This design comes from an exercise in tuning for small area on the open sky130 flow, not from production work.
The RTL of this run was laid out without a check of its function.

==> design/flow/design.v <==
module i2rtd_engine (
    input  wire        clk,
    input  wire        rst,
    input  wire        ms_tick,
    input  wire        req_valid,
    output wire        req_ready,
    input  wire [7:0]  req_op,
    input  wire [16:0] req_start,
    input  wire [17:0] req_len,       
    input  wire [17:0] req_end,       
    input  wire        req_use_end,
    input  wire        req_pl_none,
    input  wire        req_halt,
    input  wire [7:0]  req_target,
    input  wire        req_on,
    input  wire        req_force,
    input  wire        pl_valid,
    input  wire [7:0]  pl_data,
    output wire        pl_ready,
    output wire        rd_valid,
    output wire [7:0]  rd_data,
    output wire        resp_valid,
    output wire [2:0]  resp_code,
    output wire        resp_bool,
    output wire        resp_mode,
    output wire        resp_k,
    output wire [1:0]  resp_space,
    output wire        resp_bound,
    output wire [18:0] resp_value,
    output wire [15:0] resp_limit,
    output wire        bus_valid,
    output reg         bus_wr,
    output reg  [1:0]  bus_dev,
    output reg  [2:0]  bus_len,
    output reg  [39:0] bus_data,
    input  wire        bus_done,
    input  wire [1:0]  bus_status,
    input  wire [7:0]  bus_rdata
);
    localparam [4:0]
        S_INIT   = 5'b00011,      
        S_IDLE   = 5'b00100,
        S_RESP   = 5'b00010,
        S_RESPD  = 5'b00111,      
        S_NEXT   = 5'b00000,      
        S_SDCHK  = 5'b00101,
        S_XSTART = 5'b00110,
        S_GOK    = 5'b00001,      
        S_PL     = 5'b01010,
        S_STEP   = 5'b01001,      
        S_CALC   = 5'b01000,      
        S_DEAD   = 5'b01011,
        S_DSD1   = 5'b01111,      
        S_DSD2   = 5'b01100,
        S_D100   = 5'b01101,
        S_DX     = 5'b01110,
        B_ISPSET = 5'b10101,      
        B_RST2   = 5'b10001,      
        B_SDSEQ  = 5'b10111,      
        B_H80    = 5'b11100,      
        B_XCMD   = 5'b11000,      
        B_CTOR   = 5'b11111,      
        B_QDBG   = 5'b10011,      
        B_GPRB   = 5'b11101,      
        B_SDPRB  = 5'b11010,      
        B_Q30    = 5'b11110,      
        B_Q31    = 5'b11011,      
        B_QG     = 5'b11001,      
        B_XRD    = 5'b10100;      
    reg [4:0]  state;
    reg        halted;
    reg        auto_en;
    reg        xph;           
    reg        flg;           
    reg [1:0]  sp;            
    reg        wr;            
    reg [7:0]  tgt;
    reg [16:0] A;             
    reg [18:0] E;             
    reg        cy;            
    reg        bw;            
    reg        le;            
    reg [7:0]  pv;            
    reg [2:0]  code;
    reg        aux;           
    wire [3:0]  lo4      = req_op[3:0];
    wire        r_range  = (req_op[7:6] == 2'b00) && (req_op[5:4] != 2'd3) && (lo4 >= 4'd1) && (lo4 <= 4'd3);
    wire        r_ctl    = (req_op[7:4] == 4'h3) && (lo4 <= 4'd6);
    wire        r_write  = (lo4 == 4'd2);
    wire        r_dump   = (lo4 == 4'd3);
    wire        refuse   = !(r_range || r_ctl) || (req_use_end && !r_dump);
    wire        r_isp    = (req_op[5:4] == 2'd0);
    wire        r_serr   = r_isp ? (|req_start[16:8]) : req_start[16];    
    wire        err      = (bus_status != 2'd0);
    wire        sd_on    = !xph || ((sp == 2'd3) && wr && flg);
    wire        bracket  = flg && (sp != 2'd0);
    reg  [7:0]  pinc;
    reg         pc;
    integer     m;
    always @(*) begin
        pc = 1'b1;
        for (m = 0; m < 8; m = m + 1) begin
            pinc[m] = pv[m] ^ pc;
            pc      = pc & pv[m];
        end
    end
    wire        tick_thr = pv[7];                  
    wire        in_delay = (state[4:2] == 3'b011);
    wire        hx       = (sp == 2'd3) ? flg : !xph;    
    wire        gexit_sd = auto_en && (sp != 2'd0);
    wire        start_err = (sp == 2'd0) ? (|A[16:8]) : A[16];
    wire        end_err   = E[18] | ((sp == 2'd0) ? (|E[17:8]) : (|E[17:16]));
    wire        calc_a   = !(pv[4] && (pv[1] || pv[0])) && A[0];    
    wire        calc_b   = (E[0] & !aux) ^ bw;      
    wire        calc_s   = calc_a ^ calc_b ^ cy;
    wire        calc_end = pv[4] && pv[1];                           
    wire        step_s   = A[0] ^ cy;
    assign req_ready  = (state == S_IDLE);
    assign pl_ready   = (state == S_PL);
    assign bus_valid  = state[4];
    assign resp_valid = (state == S_RESP) || (state == S_RESPD);
    assign rd_valid   = (state == S_NEXT) && !wr && cy;
    assign rd_data    = pv;
    wire is4 = (code == 3'd4);
    wire lim = is4 && !E[18];
    assign resp_code  = code;
    assign resp_bool  = aux && (code == 3'd0);
    assign resp_mode  = aux && (code == 3'd2);
    assign resp_k     = aux && (code == 3'd6);
    assign resp_bound = aux && is4;
    assign resp_space = is4 ? sp : 2'd0;
    assign resp_value = is4 ? E : 19'd0;
    assign resp_limit = {{8{lim && (sp != 2'd0)}}, {8{lim}}};
    always @(*) begin
        bus_wr   = 1'b0;
        bus_dev  = 2'd2;
        bus_len  = 3'd0;
        bus_data = 40'd0;
        case (state)
        B_CTOR: begin bus_wr = 1'b1; bus_dev = 2'd0; end
        B_Q30, B_Q31, B_QG: begin bus_wr = 1'b1; bus_dev = 2'd0; bus_len = 3'd1; bus_data[7:0] = 8'h6f; end
        B_ISPSET: begin bus_dev = 2'd0; bus_len = 3'd2; bus_data[15:0] = {flg, 7'd0, 8'h6f}; end
        B_RST2:   begin bus_dev = 2'd0; bus_len = 3'd2; bus_data[15:0] = {8'h03, 8'hee}; end
        B_QDBG, B_GPRB, B_SDPRB: bus_wr = 1'b1;
        B_SDSEQ: begin
            if (sd_on) begin bus_dev = 2'd1; bus_len = 3'd4; bus_data[31:0] = {8'h21, 8'h4b, 8'h54, 8'h52}; end
            else       begin bus_len = 3'd2; bus_data[15:0] = {8'h59, 8'h42}; end
        end
        B_H80:    begin bus_len = 3'd2; bus_data[15:0] = {7'd0, hx, 8'h80}; end
        B_XCMD: begin
            case (sp)
            2'd0: begin
                bus_dev = 2'd0;
                if (wr) begin bus_len = 3'd2; bus_data[15:0] = {pv, A[7:0]}; end
                else    begin bus_len = 3'd1; bus_data[7:0]  = A[7:0]; end
            end
            2'd1: begin
                if (wr) begin bus_len = 3'd4; bus_data[31:0] = {pv, A[15:8], A[7:0], 8'h3b}; end
                else    begin bus_len = 3'd3; bus_data[23:0] = {A[15:8], A[7:0], 8'h3a}; end
            end
            default: begin
                bus_len = 3'd5;
                if (wr) bus_data = {A[15:8], pv, tgt, A[7:0], 8'h04};
                else    bus_data = {A[15:8], 8'h00, tgt, A[7:0], 8'h44};
            end
            endcase
        end
        B_XRD: begin bus_wr = 1'b1; if (sp == 2'd0) bus_dev = 2'd0; end
        default: ;
        endcase
    end
    always @(posedge clk) begin
        if (rst) begin
            state   <= S_INIT;
            halted  <= 1'b0;
            auto_en <= 1'b0;
        end else begin
            if (state[4]) begin
                if (bus_done) pv <= (state == B_XRD) ? bus_rdata : 8'd0;
            end else if (state[4:3] == 2'b00) begin
                pv <= 8'd0;
            end else if (state == S_PL) begin
                if (pl_valid) pv <= pl_data;
            end else if (state == S_CALC || state == S_STEP || (in_delay && ms_tick)) begin
                pv <= pinc;
            end
            if (state[4]) cy <= 1'b1;
            else if (state == S_GOK || state == S_D100) cy <= 1'b0;
            if (state[4:3] == 2'b00) le <= 1'b1;
            if (state == S_XSTART || state == S_D100) xph <= 1'b1;
            if (state[4] && bus_done) begin
                if (state == B_CTOR) begin
                    code <= bus_status[1] ? 3'd6 : {2'b00, bus_status[0]};
                    aux  <= bus_status[1];
                end else if (bus_status[1]) begin
                    code <= 3'd6; aux <= 1'b1;
                end else if (bus_status[0]) begin
                    if (state == B_GPRB) begin
                        code <= 3'd2; aux <= 1'b1;                   
                    end else if (state != B_QDBG && state != B_SDPRB) begin
                        code <= 3'd6; aux <= 1'b0;
                    end
                end else if (state == B_Q30) begin
                    aux <= bus_rdata[7];
                end else if (state == B_QDBG) begin
                    aux <= 1'b1;
                end
            end
            case (state)
            S_INIT: state <= B_CTOR;
            B_CTOR: if (bus_done) state <= err ? S_RESPD : S_RESP;
            S_IDLE: if (req_valid) begin
                sp   <= req_op[5:4];
                wr   <= r_range ? r_write : req_op[0];
                flg  <= r_range ? req_halt : (req_on || (lo4 == 4'd5));
                xph  <= !r_range && (r_dump || lo4 == 4'd5);
                tgt  <= req_target;
                A    <= req_start;
                E    <= req_use_end ? {req_end[17], req_end} : {req_len[17], req_len};
                cy   <= 1'b0;
                bw   <= !r_serr;
                aux  <= r_range && r_serr;
                code <= refuse ? 3'd7 : (r_range && r_write && req_pl_none) ? 3'd5 : 3'd0;
                if (refuse)
                    state <= S_RESP;
                else if (r_range && (!req_use_end || r_serr))
                    state <= S_CALC;
                else if (r_range)
                    state <= r_isp ? B_QG : (auto_en ? B_SDPRB : B_GPRB);
                else case (req_op[2:0])
                    3'd0: state <= B_Q30;
                    3'd1: state <= req_force ? B_ISPSET : B_Q31;
                    3'd2: state <= B_QDBG;
                    3'd3: state <= req_force ? S_SDCHK : B_SDPRB;
                    3'd4: begin auto_en <= req_on; state <= S_RESP; end
                    3'd5: state <= B_ISPSET;
                    default: state <= auto_en ? B_SDPRB : B_GPRB;
                endcase
            end
            B_Q30, B_QDBG, B_RST2: if (bus_done) state <= S_RESP;
            B_Q31: if (bus_done) state <= (err || bus_rdata[7] == flg) ? S_RESP : B_ISPSET;
            B_QG: if (bus_done) begin
                if (!err && bus_rdata[7]) begin
                    state <= S_GOK;
                end else begin
                    if (!err) begin code <= 3'd2; aux <= 1'b0; end    
                    state <= S_RESP;
                end
            end
            B_ISPSET: if (bus_done) state <= (!err && xph) ? B_RST2 : S_RESP;    
            B_GPRB: if (bus_done) state <= err ? S_RESP : S_GOK;
            B_SDPRB: if (bus_done) begin
                if (bus_status[1])
                    state <= S_RESP;
                else if ((bus_status == 2'd0) == sd_on)
                    state <= xph ? S_RESP : S_GOK;
                else
                    state <= S_SDCHK;
            end
            S_SDCHK: begin
                if (!sd_on && halted) begin
                    code <= 3'd3; state <= S_RESP;
                end else begin
                    state <= S_DSD1;
                end
            end
            S_DSD1: if (tick_thr) state <= B_SDSEQ;
            B_SDSEQ: if (bus_done) state <= err ? S_RESP : S_DSD2;
            S_DSD2: if (tick_thr) state <= xph ? S_RESP : S_GOK;
            S_CALC: begin
                if (!(pv[4] && (pv[1] || pv[0]))) A <= {A[0], A[16:1]};
                E  <= {calc_s, E[18:1]};
                cy <= (calc_a & calc_b) | (cy & (calc_a ^ calc_b));
                bw <= bw & ~E[0];
                if (calc_end) state <= (sp == 2'd0) ? B_QG : (auto_en ? B_SDPRB : B_GPRB);
            end
            S_STEP: begin
                A  <= {step_s, A[16:1]};
                cy <= A[0] & cy;
                E[16:0] <= {E[0], E[16:1]};
                le <= (!step_s & E[0]) | (!(step_s ^ E[0]) & le);
                if (pv[4]) state <= S_XSTART;
            end
            S_NEXT: state <= S_STEP;
            S_GOK: begin
                if (sp == 2'd3)      state <= B_H80;
                else if (code != 3'd0) state <= S_RESP;
                else if (start_err || end_err) begin
                    code <= 3'd4; aux <= !start_err; state <= S_RESP;    
                end
                else if (bracket)    state <= B_H80;
                else                 state <= S_NEXT;
            end
            B_H80: if (bus_done) begin
                if (!err) halted <= hx;
                state <= err ? S_RESP : S_D100;
            end
            S_D100: if (tick_thr) begin
                if (sp != 2'd3 && halted)
                    state <= S_NEXT;
                else if ((sp != 2'd3 && code == 3'd6) || !gexit_sd)
                    state <= S_RESP;
                else
                    state <= B_SDPRB;
            end
            S_XSTART: begin
                if (le)            state <= wr ? S_PL : B_XCMD;
                else if (bracket)  state <= B_H80;
                else if (gexit_sd) state <= B_SDPRB;
                else               state <= S_RESP;
            end
            S_PL: if (pl_valid) state <= B_XCMD;
            B_XCMD: if (bus_done) begin
                if (err)
                    state <= bracket ? B_H80 : S_RESP;
                else if (sp == 2'd2 || (sp == 2'd1 && !flg))
                    state <= S_DX;
                else
                    state <= wr ? S_NEXT : B_XRD;
            end
            S_DX: if (tick_thr) state <= wr ? S_NEXT : B_XRD;
            B_XRD: if (bus_done) begin
                if (err) state <= bracket ? B_H80 : S_RESP;
                else     state <= S_NEXT;
            end
            S_RESP:  state <= S_IDLE;
            S_RESPD: state <= S_DEAD;
            S_DEAD:  state <= S_DEAD;
            default: state <= S_INIT;
            endcase
        end
    end
endmodule
==> design/flow/flow/run.sh <==
#!/bin/bash
# The standard layout (standard.sh), except that:
#  - the port buffers use the smallest buffer cell instead of the delay buffer
#    buffer_ports picks by default;
#  - clock tree synthesis inserts no dummy loads and uses the buffers listed here.
set -euo pipefail
bash standard.sh finish \
  "BUFFER_PORTS_ARGS=-buffer_cell sky130_fd_sc_hd__buf_1" \
  "CTS_ARGS=-sink_clustering_enable -repair_clock_nets -dont_use_dummy_load -buf_list sky130_fd_sc_hd__clkbuf_8" \
  > flow_make.log 2>&1
==> design/flow/standard.sh <==
#!/bin/bash
# synth_recipe.tcl (not shown) runs the flow's synth.tcl, then flattens the netlist and writes it again
# the make line also repeats each setting of config.mk as NAME=value (left out here)
make -C /OpenROAD-flow-scripts/flow DESIGN_CONFIG=/design/flow/config.mk WORK_HOME=/design/flow/orfs CLKGATE_MAP_FILE= SYNTH_SCRIPT=/design/flow/synth_recipe.tcl "${@:-finish}"
==> design/flow/config.mk <==
export PLATFORM = sky130hd
export DESIGN_NAME = i2rtd_engine
export DESIGN_NICKNAME = i2rtd_engine
export VERILOG_FILES = /design/flow/design.v
export SDC_FILE = /design/flow/constraint.sdc
export NUM_CORES = 4
export LEC_CHECK = 0
export ABC_AREA = 1
export CAP_MARGIN = 20
export CORE_MARGIN = 2
export CORE_UTILIZATION = 40
export CTS_BUF_LIST = sky130_fd_sc_hd__clkbuf_8
export SLEW_MARGIN = 20
==> design/flow/constraint.sdc <==
create_clock -name core_clock -period 10.0 [get_ports {clk}]
set_input_delay 2.0000 -clock core_clock [delete_from_list [all_inputs] [get_ports {clk}]]
set_output_delay 2.0000 -clock core_clock [all_outputs]
set_load 0.01 [all_outputs]
==> results.yml <==
logic_synthesis:
  async_reset_ff_share_pct: 0
  ys_warn_count: 1
  synth_area_sq_um: 5840
  synthesis.nets: 973
  synth_top_cell_by_area: "edfxtp_1"
  synth_area_leaders: "edfxtp_1 33%, nand2_1 12%, nor2_1 8.2%, inv_1 7.7%, o21ai_0 6.8%"
  synth_top_area_share_pct: 32.9
  ys_seq_area_share_pct: 35.3
  syn_inst: 865
  syn-mean-instance-area_sq_um: 6.75
  ys_seq_elements: 71
  ys_types: 44
  ys.flop_type: "edfxtp_1"
  synth-edff-count: 64
cts:
  cts-root-buf: "clkbuf_8"
  postCtsHoldBufs: 0
  tritoncts: "yes"
  clk_latency_ns: 0.37
  ctsHtreeMaxLevel: 3
  clkTransAtPathRegs_ns: 0.06
  clock_sinks: 71
  postCtsSetupBuffers: 0
  numCtsBuffers: 9
  clock_path_buffers: 2
  cts_resized: 0
placed_design:
  numPortBuffers: 200
  gp_congestion: 1.02
  dpl_worst_slack_ns: 5.57
  dp_hpwl_um: 16000
worst_setup_path:
  worst-setup-path-type: "flip-flop to primary output"
  crit_buf_inv: 4
  regToRegSetupSlack_ns: 6.73
  worstPathCellList: "inv_2, nor2_2, inv_2, nor2_4, inv_2, o2111ai_1, buf_1"
  crit_required_ns: 8.00
  cp-end-kind: "primary output"
  slowest_delay_ns: 0.66
  crit_fanout: 14
  critPathMostFrequentCell: "inv_2"
  path_delay_family: "buffers and inverters"
  slowest_stage: "dfxtp_1"
  cp-start-kind: "flip-flop"
  critPathArrivalTime_ns: 2.85
floorplanning:
  start_util_pct: 40.6
  die_height_um: 125
  die_x_um: 125
  fp.dieArea_sq_um: 15600
  fp.coreArea_sq_um: 14400
  io_pins: 201
  row_count: 44
route:
  drcViolationCount: 0
  detail_route.wl_per_cell_um: 16.4
  first_iter_violations: 599
  viasPerCell: 5.25
  drtPass1Iterations: 5
  drtAntennaViolNets: 0
  dr_total_vias: 6420
  drt_wl_total_um: 20100
global_route:
  grt_usage_pct: 25.6
  grt-ovfl-total: 0
  grt_start_max_net_pins: 60
  grt_first_pass_wirelength_um: 31600
  antenna_found_initial: 0
  grt_pass1_vias: 5917
cells_and_area:
  nNetsFinal: 1149
  fin_util_pct: 47.0
  drive_gt1_share_pct: 5.68
  fillers: 1660
  area_growth_pct: 15.8
  final_cell_mix: "200 x buf_1, 189 x nand2_1, 126 x nor2_1, 119 x inv_1, 79 x o21ai_0"
  num_antenna_cells: 0
  final_common_cell: "buf_1"
  register_area_sq_um: 2060
  multi_input_area_sq_um: 3050
sta:
  fin_setup_tns_ns: 0
  hold_violations: 0
  max_freq_ghz: 0.206
  tightest_slew_ns: 0.924
  period_share_pct: 48.5
  finClkSkew_ns: 0.0236
  slew_headroom_pct: 38.3
  finalSetupViolCount: 0
  fin_ws_ns: 5.15
  maxSlewViolCount: 0
  rsz0062_at_grt: "no"
  finalCriticalPeriod_ns: 4.85
power_and_ir_drop:
  p_per_area_nw_per_um2: 162
  power_mw: 1.09
  cellLeakagePower_nw: 2.91
  ir_worst_vdd_v: 0.0000576
worst_hold_path:
  hp-class: "flip-flop to flip-flop"
flow_run:
  maxCapViolCount: 0
run_status:
  status: "finished clean"
logic make-up after synthesis:
family / synth area share (%)
AND/OR/NAND/NOR: 32.5
buffers and inverters: 12.6
AO/OA/AOI/OAI: 16.8
flip-flops: 35.3
adder cells (fa/ha/maj): 2.27
XOR/XNOR: 0.300
multiplexers: 0.193
cell type report:
| class | instances | share of cell area, % |
|---|---|---|
| Tap cell | 184 | 3.41 |
| Multi-Input combinational cell | 620 | 45.1 |
| Clock buffer | 9 | 1.83 |
| Timing Repair Buffer | 205 | 11.7 |
| Sequential cell | 71 | 30.5 |
| Inverter | 134 | 7.45 |
worst paths after layout:
path | to | depth (start not counted) | startpoint
setup / recovery | bus_data[6] | 7 | state[4]
setup reg to reg | pv[0] | 7 | state[4]
hold / removal | halted | 2 | halted
hold reg to reg | halted | 2 | halted
cell usage after synthesis (all sizes together), types with 2 or more instances:
cell	n
nand3b	4
nor2	143
dfxtp	7
o211ai	24
clkbuf	13
ha	9
nand2	195
nand4	11
nor4	2
inv	134
nor3	18
o22ai	5
a31oi	2
buf	27
a211oi	2
nand3	62
edfxtp	64
a22oi	2
a21oi	40
o221ai	4
o21ai	82
o2111ai	3
worst min-delay path, cell delays in order, from the launching register on:
cell	delay (ns)
dfxtp_1	0.31
inv_1	0.07
a21oi_1	0.06
sequential cells by signal (all words and copies together) (netlist names):
name,cells
auto_en,1
halted,1
bw,1
state,5
tgt,8
sp,2
E,19
aux,1
code,3
A,17
le,1
pv,8
cy,1
flg,1
wr,1
xph,1
metal layers:
layer  global-route usage [%]  vias up  share of wire, %
li1                         -     3204                 -
met2                     40.1      230                45
met3                     4.04       21               6.9
met4                     7.14        0               1.6
met5                        0        -                 0
met1                     36.5     2965                47
through the flow:
stage | cell area (sq um) | hold WS [ns] | std cells
after floorplan | 5840 | 0.445 | 865
after global placement | 6630 | 0.484 | 1214
after detailed placement | 6630 | 0.483 | 1214
after CTS | 6760 | 0.491 | 1223
after global routing | 6760 | 0.535 | 1223
final | 6760 | 0.493 | 1223
report_power, final:
group	switching, mW	internal [mW]	total, mW
Combinational	0.341	0.153	0.494
Clock	0.101	0.0803	0.182
Sequential	0.0433	0.374	0.417

==> re-timing with driven ports <==
The results above use ideal ports. As a check the final layout listed here was re-extracted and re-timed, cells and wires unchanged.
Step 1, drivers: a clkbuf_16 drives clk and a buf_2 each remaining input, both assumed.
Step 2 moves the port delays by t, midway between the first and last clock arrival at a register: inputs arrive t later, outputs are due t later. That takes back most of the time a late clock gives input paths.
a / b / c = ideal ports / drivers / drivers and shift; a / b = the first two.
t, ns: 0.395
setup WS [ns]: 5.149 / 5.110 / 5.505
worst setup path after step 2: register to output
latest minus earliest clock arrival (ns): 0.024 / 0.024
After both steps this run still meets setup and hold. For this run, drivers alone change the setup slack by -0.039 ns; drivers and shift together by +0.356 ns.
